This is an optimization exercise on Yosys and OpenROAD, whose aim is small area, a short achievable clock period and few clock cycles, not a production implementation.
Only simulation tests tie the RTL to the original design; equivalence was not proved.
Power and IR drop assume default switching activity.

==> flow/run.sh <==
#!/bin/bash
# synth_recipe.tcl (not shown) runs the flow's synth.tcl, then flattens the netlist and writes it again
# the make line also repeats each setting of config.mk as NAME=value (left out here)
make -C /OpenROAD-flow-scripts/flow DESIGN_CONFIG=/design/flow/config.mk WORK_HOME=/design/flow/orfs CLKGATE_MAP_FILE= SYNTH_SCRIPT=/design/flow/synth_recipe.tcl finish
==> flow/config.mk <==
export PLATFORM = sky130hd
export DESIGN_NAME = cmux_rx
export DESIGN_NICKNAME = cmux_rx
export VERILOG_FILES = /design/flow/design.v
export SDC_FILE = /design/flow/constraint.sdc
export NUM_CORES = 4
export LEC_CHECK = 0
export CAP_MARGIN = 20
export CORE_MARGIN = 2
export CORE_UTILIZATION = 30
export SLEW_MARGIN = 20
==> flow/constraint.sdc <==
create_clock -name core_clock -period 12.0 [get_ports {clk}]
set_input_delay 2.4000 -clock core_clock [delete_from_list [all_inputs] [get_ports {clk}]]
set_output_delay 2.4000 -clock core_clock [all_outputs]
set_load 0.01 [all_outputs]
==> flow/design.v <==
module cmux_rx (
    input  wire        clk,
    input  wire        rst,
    input  wire        in_valid,
    input  wire [7:0]  in_data,
    output reg         in_ready,
    output reg         fr_valid,
    input  wire        fr_ready,
    output reg         fr_hdr,
    output wire [7:0]  fr_data,
    output reg  [5:0]  fr_dlci,
    output reg         fr_cr,
    output wire [7:0]  fr_ctrl,
    output reg  [5:0]  fr_len,
    output reg         idle,
    output reg  [31:0] cnt_rxframes,
    output reg  [31:0] cnt_skipped,
    output reg  [31:0] cnt_oversize,
    output reg  [31:0] cnt_bad_close,
    output reg  [31:0] cnt_bad_fcs
);
    localparam [7:0] FLAG   = 8'hF9;
    localparam [7:0] CRC_OK = 8'hCF;    
    localparam [2:0] P0   = 3'd0,    
                     DROP = 3'd1,    
                     P1   = 3'd2,    
                     P2   = 3'd3,    
                     P3   = 3'd4,    
                     P4   = 3'd5,    
                     PD   = 3'd6,    
                     PC   = 3'd7;    
    localparam [1:0] O_IDLE = 2'd0, O_A = 2'd1, O_C = 2'd2, O_L = 2'd3;
    function [7:0] fcstab;
        input [7:0] i;
        integer k;
        reg [7:0] c;
        begin
            c = i;
            for (k = 0; k < 8; k = k + 1)
                c = c[0] ? ((c >> 1) ^ 8'hE0) : (c >> 1);
            fcstab = c;
        end
    endfunction
    reg [7:0] mem [0:63];
    reg [6:0] wp;         
    reg [6:0] cur;        
    reg [6:0] pp;         
    reg [6:0] last;       
    reg [6:0] head;       
    reg [7:0] pb;         
    reg       pbv;
    reg [2:0] ps;
    reg [7:0] crc;
    reg [6:0] rem;
    reg [6:0] ffn;        
    reg       ffv;
    reg [6:0] q0, q1;
    reg [1:0] qn;
    reg [1:0] os;
    reg [6:0] op;
    reg [5:0] orem;
    reg [7:0] obyte;
    assign fr_data = obyte;
    assign fr_ctrl = obyte;
    wire acc    = in_valid & in_ready;
    wire is_f9  = (pb == FLAG);
    wire fresh  = (pp == last + 7'd1);
    wire qfull  = qn[1];
    wire stall  = pbv & (ps == PC) & qfull;
    wire consume = pbv & ~stall;
    wire fetch_en = ~pbv | consume;
    wire behind = (cur != wp);
    wire prd    = fetch_en & behind;
    wire crc_ok   = (crc == CRC_OK);
    wire ovs3     = pb[0] & (pb[7:1] > 7'd58);
    wire ovs4     = (pb != 8'd0) | (rem > 7'd57);
    wire disc_ovs = consume & (((ps == P3) & ovs3) | ((ps == P4) & ovs4));
    wire disc_bc  = consume & (ps == PC) & ~is_f9;
    wire disc_fcs = consume & (ps == PC) & is_f9 & ~crc_ok;
    wire deliver  = consume & (ps == PC) & is_f9 & crc_ok;
    wire discard  = disc_ovs | disc_bc | disc_fcs;
    wire rewind   = discard & ffv;
    wire skip     = consume & (((ps == P0 || (ps == DROP && fresh)) & ~is_f9) |
                               ((ps == P1) & is_f9));
    wire ofree   = ~fr_valid | fr_ready;
    wire hfree   = ~(fr_valid & fr_hdr) | fr_ready;
    wire opay    = (os == O_IDLE) & (orem != 6'd0);
    wire ord     = ~prd & (((os == O_A) & hfree) | ((os == O_C) & ofree) |
                           (os == O_L) | (opay & ofree));
    wire [6:0] raddr = prd ? cur : op;
    wire [7:0] rdata = mem[raddr[5:0]];
    wire pop = (os == O_IDLE) & (orem == 6'd0) & (qn != 2'd0);
    wire [6:0] oldest = (os != O_IDLE || orem != 6'd0) ? op : (qn != 2'd0) ? q0 : head;
    wire [6:0] occ    = wp - oldest;
    always @(posedge clk) begin
        if (acc)
            mem[wp[5:0]] <= in_data;
    end
    always @(posedge clk) begin
        if (rst) begin
            in_ready      <= 1'b0;
            idle          <= 1'b0;
            wp            <= 7'd0;
            cur           <= 7'd0;
            pp            <= 7'd0;
            last          <= 7'h7F;
            head          <= 7'd0;
            pb            <= 8'd0;
            pbv           <= 1'b0;
            ps            <= P0;
            crc           <= 8'hFF;
            rem           <= 7'd0;
            ffn           <= 7'd0;
            ffv           <= 1'b0;
            q0            <= 7'd0;
            q1            <= 7'd0;
            qn            <= 2'd0;
            os            <= O_IDLE;
            op            <= 7'd0;
            orem          <= 6'd0;
            obyte         <= 8'd0;
            fr_valid      <= 1'b0;
            fr_hdr        <= 1'b0;
            fr_dlci       <= 6'd0;
            fr_cr         <= 1'b0;
            fr_len        <= 6'd0;
            cnt_rxframes  <= 32'd0;
            cnt_skipped   <= 32'd0;
            cnt_oversize  <= 32'd0;
            cnt_bad_close <= 32'd0;
            cnt_bad_fcs   <= 32'd0;
        end else begin
            if (acc)
                wp <= wp + 7'd1;
            in_ready <= ~behind & ~rewind & ~stall &
                        (acc ? (occ < 7'd63) : (occ < 7'd64));
            idle <= ~acc & ~pbv & ~behind & (os == O_IDLE) & (orem == 6'd0) &
                    (qn == 2'd0) & ~fr_valid;
            if (fetch_en) begin
                if (behind) begin
                    pb  <= rdata;
                    pbv <= 1'b1;
                    pp  <= cur;
                    cur <= cur + 7'd1;
                end else if (acc) begin
                    pb  <= in_data;
                    pbv <= 1'b1;
                    pp  <= cur;
                    cur <= cur + 7'd1;
                end else begin
                    pbv <= 1'b0;
                end
            end
            if (consume) begin
                if (fresh)
                    last <= pp;
                case (ps)
                    P0, DROP: begin
                        head <= cur;
                        if (is_f9)
                            ps <= P1;
                        else if (fresh)
                            ps <= P0;
                    end
                    P1: begin
                        if (is_f9) begin
                            head <= cur;
                        end else begin
                            crc <= fcstab(8'hFF ^ pb);
                            ffv <= 1'b0;
                            ps  <= P2;
                        end
                    end
                    P2: ps <= P3;
                    P3: begin
                        if (pb[0]) begin
                            rem <= {1'b0, pb[6:1]} + 7'd1;
                            ps  <= PD;
                        end else begin
                            rem <= pb[7:1];
                            ps  <= P4;
                        end
                    end
                    P4: begin
                        rem <= rem + 7'd1;
                        ps  <= PD;
                    end
                    PD: begin
                        rem <= rem - 7'd1;
                        if (rem == 7'd1)
                            ps <= PC;
                    end
                    PC: begin
                        head <= cur;
                        ps   <= P0;
                    end
                    default: ps <= P0;
                endcase
                if (ps >= P2 && ps <= PD)
                    crc <= fcstab(crc ^ pb);
                if (ps >= P2 && !ffv && is_f9) begin
                    ffv <= 1'b1;
                    ffn <= cur;
                end
                if (discard) begin
                    if (ffv) begin
                        head <= ffn;
                        ps   <= P1;
                        cur  <= ffn;
                        pbv  <= 1'b0;
                    end else if (is_f9) begin
                        head <= cur;
                        ps   <= P1;
                    end else begin
                        head <= cur;
                        ps   <= DROP;
                    end
                end
            end
            if (deliver)  cnt_rxframes  <= cnt_rxframes + 32'd1;
            if (skip)     cnt_skipped   <= cnt_skipped + 32'd1;
            if (disc_ovs) cnt_oversize  <= cnt_oversize + 32'd1;
            if (disc_bc)  cnt_bad_close <= cnt_bad_close + 32'd1;
            if (disc_fcs) cnt_bad_fcs   <= cnt_bad_fcs + 32'd1;
            if (deliver && !pop) begin
                if (qn == 2'd0) q0 <= head;
                else            q1 <= head;
                qn <= qn + 2'd1;
            end else if (deliver && pop) begin
                if (qn == 2'd1) q0 <= head;
                else begin q0 <= q1; q1 <= head; end
            end else if (pop) begin
                q0 <= q1;
                qn <= qn - 2'd1;
            end
            if (fr_ready)
                fr_valid <= 1'b0;
            if (pop) begin
                op <= q0;
                os <= O_A;
            end
            case (os)
                O_A: if (ord) begin
                    fr_dlci <= rdata[7:2];
                    fr_cr   <= rdata[1];
                    op      <= op + 7'd1;
                    os      <= O_C;
                end
                O_C: if (ord) begin
                    obyte    <= rdata;
                    fr_valid <= 1'b0;
                    op       <= op + 7'd1;
                    os       <= O_L;
                end
                O_L: if (ord) begin
                    fr_len   <= rdata[6:1];
                    orem     <= rdata[6:1];
                    op       <= op + (rdata[0] ? 7'd1 : 7'd2);
                    fr_valid <= 1'b1;
                    fr_hdr   <= 1'b1;
                    os       <= O_IDLE;
                end
                default: if (ord) begin
                    obyte    <= rdata;
                    fr_valid <= 1'b1;
                    fr_hdr   <= 1'b0;
                    op       <= op + 7'd1;
                    orem     <= orem - 6'd1;
                end
            endcase
        end
    end
endmodule
==> run summary <==
cell usage in the layout (no fill, tap or decap), types with 56 or more instances in the layout:
master | netlist | layout
sky130_fd_sc_hd__edfxtp_1 | 512 | 512
sky130_fd_sc_hd__nor2_1 | 331 | 330
sky130_fd_sc_hd__dfxtp_1 | 286 | 286
sky130_fd_sc_hd__clkdlybuf4s50_1 | 0 | 195
sky130_fd_sc_hd__o21ai_0 | 97 | 97
sky130_fd_sc_hd__a32oi_1 | 56 | 56
sky130_fd_sc_hd__nand2_1 | 457 | 456
sky130_fd_sc_hd__mux2i_1 | 114 | 112
sky130_fd_sc_hd__xnor2_1 | 86 | 86
sky130_fd_sc_hd__a21oi_1 | 209 | 208
sky130_fd_sc_hd__nand3_1 | 122 | 122
sky130_fd_sc_hd__or3_1 | 59 | 59
sky130_fd_sc_hd__clkbuf_16 | 0 | 88
sky130_fd_sc_hd__xor2_1 | 98 | 98
where the power goes:
group	internal, W	switching, W	leakage, nW
clock	0.00155	0.00113	1.38
sequential	0.00298	0.0000996	6.91
combinational	0.000770	0.00148	5.28
total	0.00530	0.00271	13.6
metal layers:
layer,wire length (µm),track usage (%),vias to the layer above
li1,-,-,11728
met1,41300,20.7,12117
met2,42400,23.9,819
met3,6410,3.03,134
met4,2150,4.51,0
met5,0,0,-
metrics by stage:
step / hold slack (ps) / setup slack (ps) / total power, W
after CTS: 477 / 5540 / 0.00806
after global placement: 473 / 5730 / 0.00534
after floorplan: 458 / 7560 / 0.00470
final: 467 / 5470 / 0.00801
after detailed placement: 479 / 5580 / 0.00537
after global routing: 503 / 5000 / 0.00842
final timing paths:
kind / endpoint / start / depth (start not counted) / slack [ps]
setup reg to reg: op[6] / cur[2] / 18 / 5470
hold / removal: cur[3] / ffn[3] / 2 / 470
setup / recovery: op[6] / cur[2] / 18 / 5470
hold reg to reg: cur[3] / ffn[3] / 2 / 470
cells by family (layout without fill, tap and decap cells):
group	count (synthesis)	after routing
and+or+nand+nor	1179	1179
DFF	798	798
AOI/OAI and AO/OA	583	583
buffers and inverters	238	453
xor gates and xnor gates	185	185
muxes	120	120
adders and majority gates	45	45
final cells by class:
class / instances / area, µm² / area share, %
multi-input cells: 2112 / 12600 / 30.8
repair buffers: 239 / 2280 / 5.57
clock buffers: 123 / 2420 / 5.92
well taps: 1512 / 1890 / 4.62
clock inverters: 37 / 427 / 1.04
inverters: 54 / 203 / 0.495
flip-flops and latches: 798 / 21100 / 51.5
worst max-delay path, stage by stage (launching register included):
cell	delay [ps]
sky130_fd_sc_hd__dfxtp_1	680
sky130_fd_sc_hd__xnor2_1	240
sky130_fd_sc_hd__and3_1	260
sky130_fd_sc_hd__a211oi_1	680
sky130_fd_sc_hd__or2_4	680
sky130_fd_sc_hd__buf_4	760
sky130_fd_sc_hd__a211oi_1	110
sky130_fd_sc_hd__a311oi_1	270
sky130_fd_sc_hd__o21ai_0	110
sky130_fd_sc_hd__a21boi_0	450
sky130_fd_sc_hd__o32a_1	480
sky130_fd_sc_hd__inv_1	140
sky130_fd_sc_hd__fa_1	390
sky130_fd_sc_hd__mux2_2	280
sky130_fd_sc_hd__and3_1	200
sky130_fd_sc_hd__and3_1	190
sky130_fd_sc_hd__nor3b_1	130
sky130_fd_sc_hd__a221oi_1	210
sky130_fd_sc_hd__nor2_1	70
state kept, by name, summed over array words and instances (netlist names), 8 cells and up:
register       flops
mem              512
cnt_bad_close     32
cnt_bad_fcs       32
cnt_oversize      32
cnt_rxframes      32
cnt_skipped       32
crc                8
obyte              8
pb                 8
==> run summary <==
At the later pin of the worst-skew pair, clock insertion delay measures 660 ps. No sink is reached through more buffers than the 3 on the longest clock path. Critical path launch point type: a register. Yosys instantiated no cell more often than sky130_fd_sc_hd__edfxtp_1. After clock tree synthesis, the clock-pin slew on the worst setup and hold paths is 60 ps. The estimated wirelength of the detail-placed design is 58000 µm. After Yosys synthesis, XOR and XNOR cells account for 4.71% of the synthesized area. The post-route clock period utilization is 54.4%. Setup violations remaining at the end of the flow were counted as 0. The core region is 115000 µm². Setup repair after global routing left no endpoint under its margin. For this configuration, the core starts out at a cell density of 30.3%.

The run gives 124 as the number of rows created at floorplan. Summing the areas of all compound-gate instances in the mapped netlist gives 11.0% of the synthesized area. The Yosys warning count was 1; the final non-filler cell total was 4875.

TritonCTS built the clock tree. Synthesis inferred 798 register bits. The critical path is of the register to register type. For the summed area of non-filler cells in the final layout, the log shows 41000 µm². The vertical die dimension is 344 µm, and the critical path data arrival time is 7040 ps. The first global-routing pass estimated 140000 µm of wire. Cells fill 35.8% of the core in the end. The clock drives 798 sinks. The number of flops mapped to enable cells by yosys was 512. In the synthesized netlist, the cells that appear most often are 512 x sky130_fd_sc_hd__edfxtp_1, 457 x sky130_fd_sc_hd__nand2_1, 331 x sky130_fd_sc_hd__nor2_1. Counting flops with an async set or reset pin after synthesis yields a share of 0%. The logs give 166 for the maximum number of pins on one net before global-route repair and 0 for the count of buffers added by post-CTS timing repair for setup. Yosys attributes the largest share of cell area to sky130_fd_sc_hd__edfxtp_1 44%, sky130_fd_sc_hd__dfxtp_1 16%, sky130_fd_sc_hd__nand2_1 4.9%. The sort of element at the end of the critical path was a register. The violation count after the first detailed-route iteration was 2228. For this run the aggregate overflow at the end of global routing stands at 0. VDD sags by at most 192 µV. The remaining design rule violation count came out at 0.

The run gives 0.842 as the last weighted congestion value of the routability-driven placer. The tools report the die footprint as 118000 µm². The total number of nets in the final design was 3350; the clock tree skew after final layout was 53.0 ps. The detail route stage leaves a number of antenna-violating nets equal to 0. The mapped cell area is 34700 µm², and the fill cell total of the finished layout is 11229.

The share of layout cells above drive strength 1 is 6.33%. Dominant combinational cell family by area after synthesis: simple AND/OR/NAND/NOR gates. The data required time of the worst path is 12510 ps, and the area fraction in and, or, nand and nor cells after synthesis is 15.3%.

The power density over cell area is 196 nW/µm². Summing the sequential cell areas from Yosys gives 60.8% of the chip area. For the pin with the worst max-slew slack, the measured transition is 1070 ps.

The ratio of routed vias to standard cells is 5.09. For this design the top-level I/O count stands at 205. Timing would allow up to 153 MHz. Once the clock tree was built, the resizer swapped 0 gates to a different size. The tools report the number of max-slew violations in the final report as 0. In the synthesized netlist the dominant register cell turns out to be sky130_fd_sc_hd__edfxtp_1. The flow ran to the end and the layout has no timing, DRC or antenna violations.

After synthesis, the share of cell area in mux cells is 3.48%. The highest fanout seen on the critical path works out to 79. 0 antenna diodes ended up in the layout. The tools report the final count of hold timing violations as 0. The root buffer cell is sky130_fd_sc_hd__clkbuf_16. Averaged over all synthesized cells, the footprint is 11.0 µm². The number of unique standard cell types used by synthesis was 86. In this run the number of H-tree levels came out at 3. Placed instance area: 38100 µm². The tightest min-delay check is of the register to register type. The number of hold buffers added after CTS was 0. For the first-pass detailed-route iteration total, the log shows 8. The area share of fa/ha/maj cells after synthesis was 1.67%; the worst max-slew margin expressed relative to the limit was 26.7%.

The routed layout has 24798 vias. The number of antenna violations at the first check in global routing was 0; the max capacitance violation total was 0. The routed design has 92200 µm of wire. After detailed routing, the average wire length per cell comes to 18.9 µm.

The synthesized net count was 3205; the die width was 344 µm. Relative to the synthesized area, the layout overhead comes to 18.0%. sky130_fd_sc_hd__edfxtp_1 takes more of the synthesized area than any other cell.

Summed over its instances, the top area cell type makes up 44.3% of the synthesized netlist area. The cell count after placement was 4715; the post-route setup TNS was 0 ps. The tools report the via count of the first global-routing pass as 23304. In this run the static leakage power is 13.6 nW.

The count of buffers added on input and output ports is 204. The final critical delay including setup and external delays is 6530 ps, and the number of buffers created by CTS is 88. The tools report the number of cells produced by synthesis as 3148.

Across every metal layer, demand over resource in global routing totals 15.1%.
Testbench counts, summed over its fixed seeds: cycles 55,542.

==> what the ideal ports hide <==
In the flow no input, the clock included, has a driving cell. The finished layout below was timed again as built, in two steps.
Step 1 sets driving cells, clkbuf_16 on the clock port and buf_2 on the other inputs (assumed; they add their load-dependent delay and slew).
Step 2 times the ports against the registers' clock, not the clock port: input delays grow and output delays shrink by t, the midpoint of the rising clock arrivals with the driver on.
a / b / c = ideal ports / drivers / drivers and shift; a / b = the first two.
shift t [ns]: 0.702
setup slack, ns: 5.471 / 5.471 / 5.471
hold slack, ns: 0.467 / 0.467 / 0.467
slew at the worst register clock pin (ns): 0.07 / 0.07
After both steps this run still meets setup and hold. The setup slack of this run moves by 0.000 ns with the drivers and by 0.000 ns with both steps.
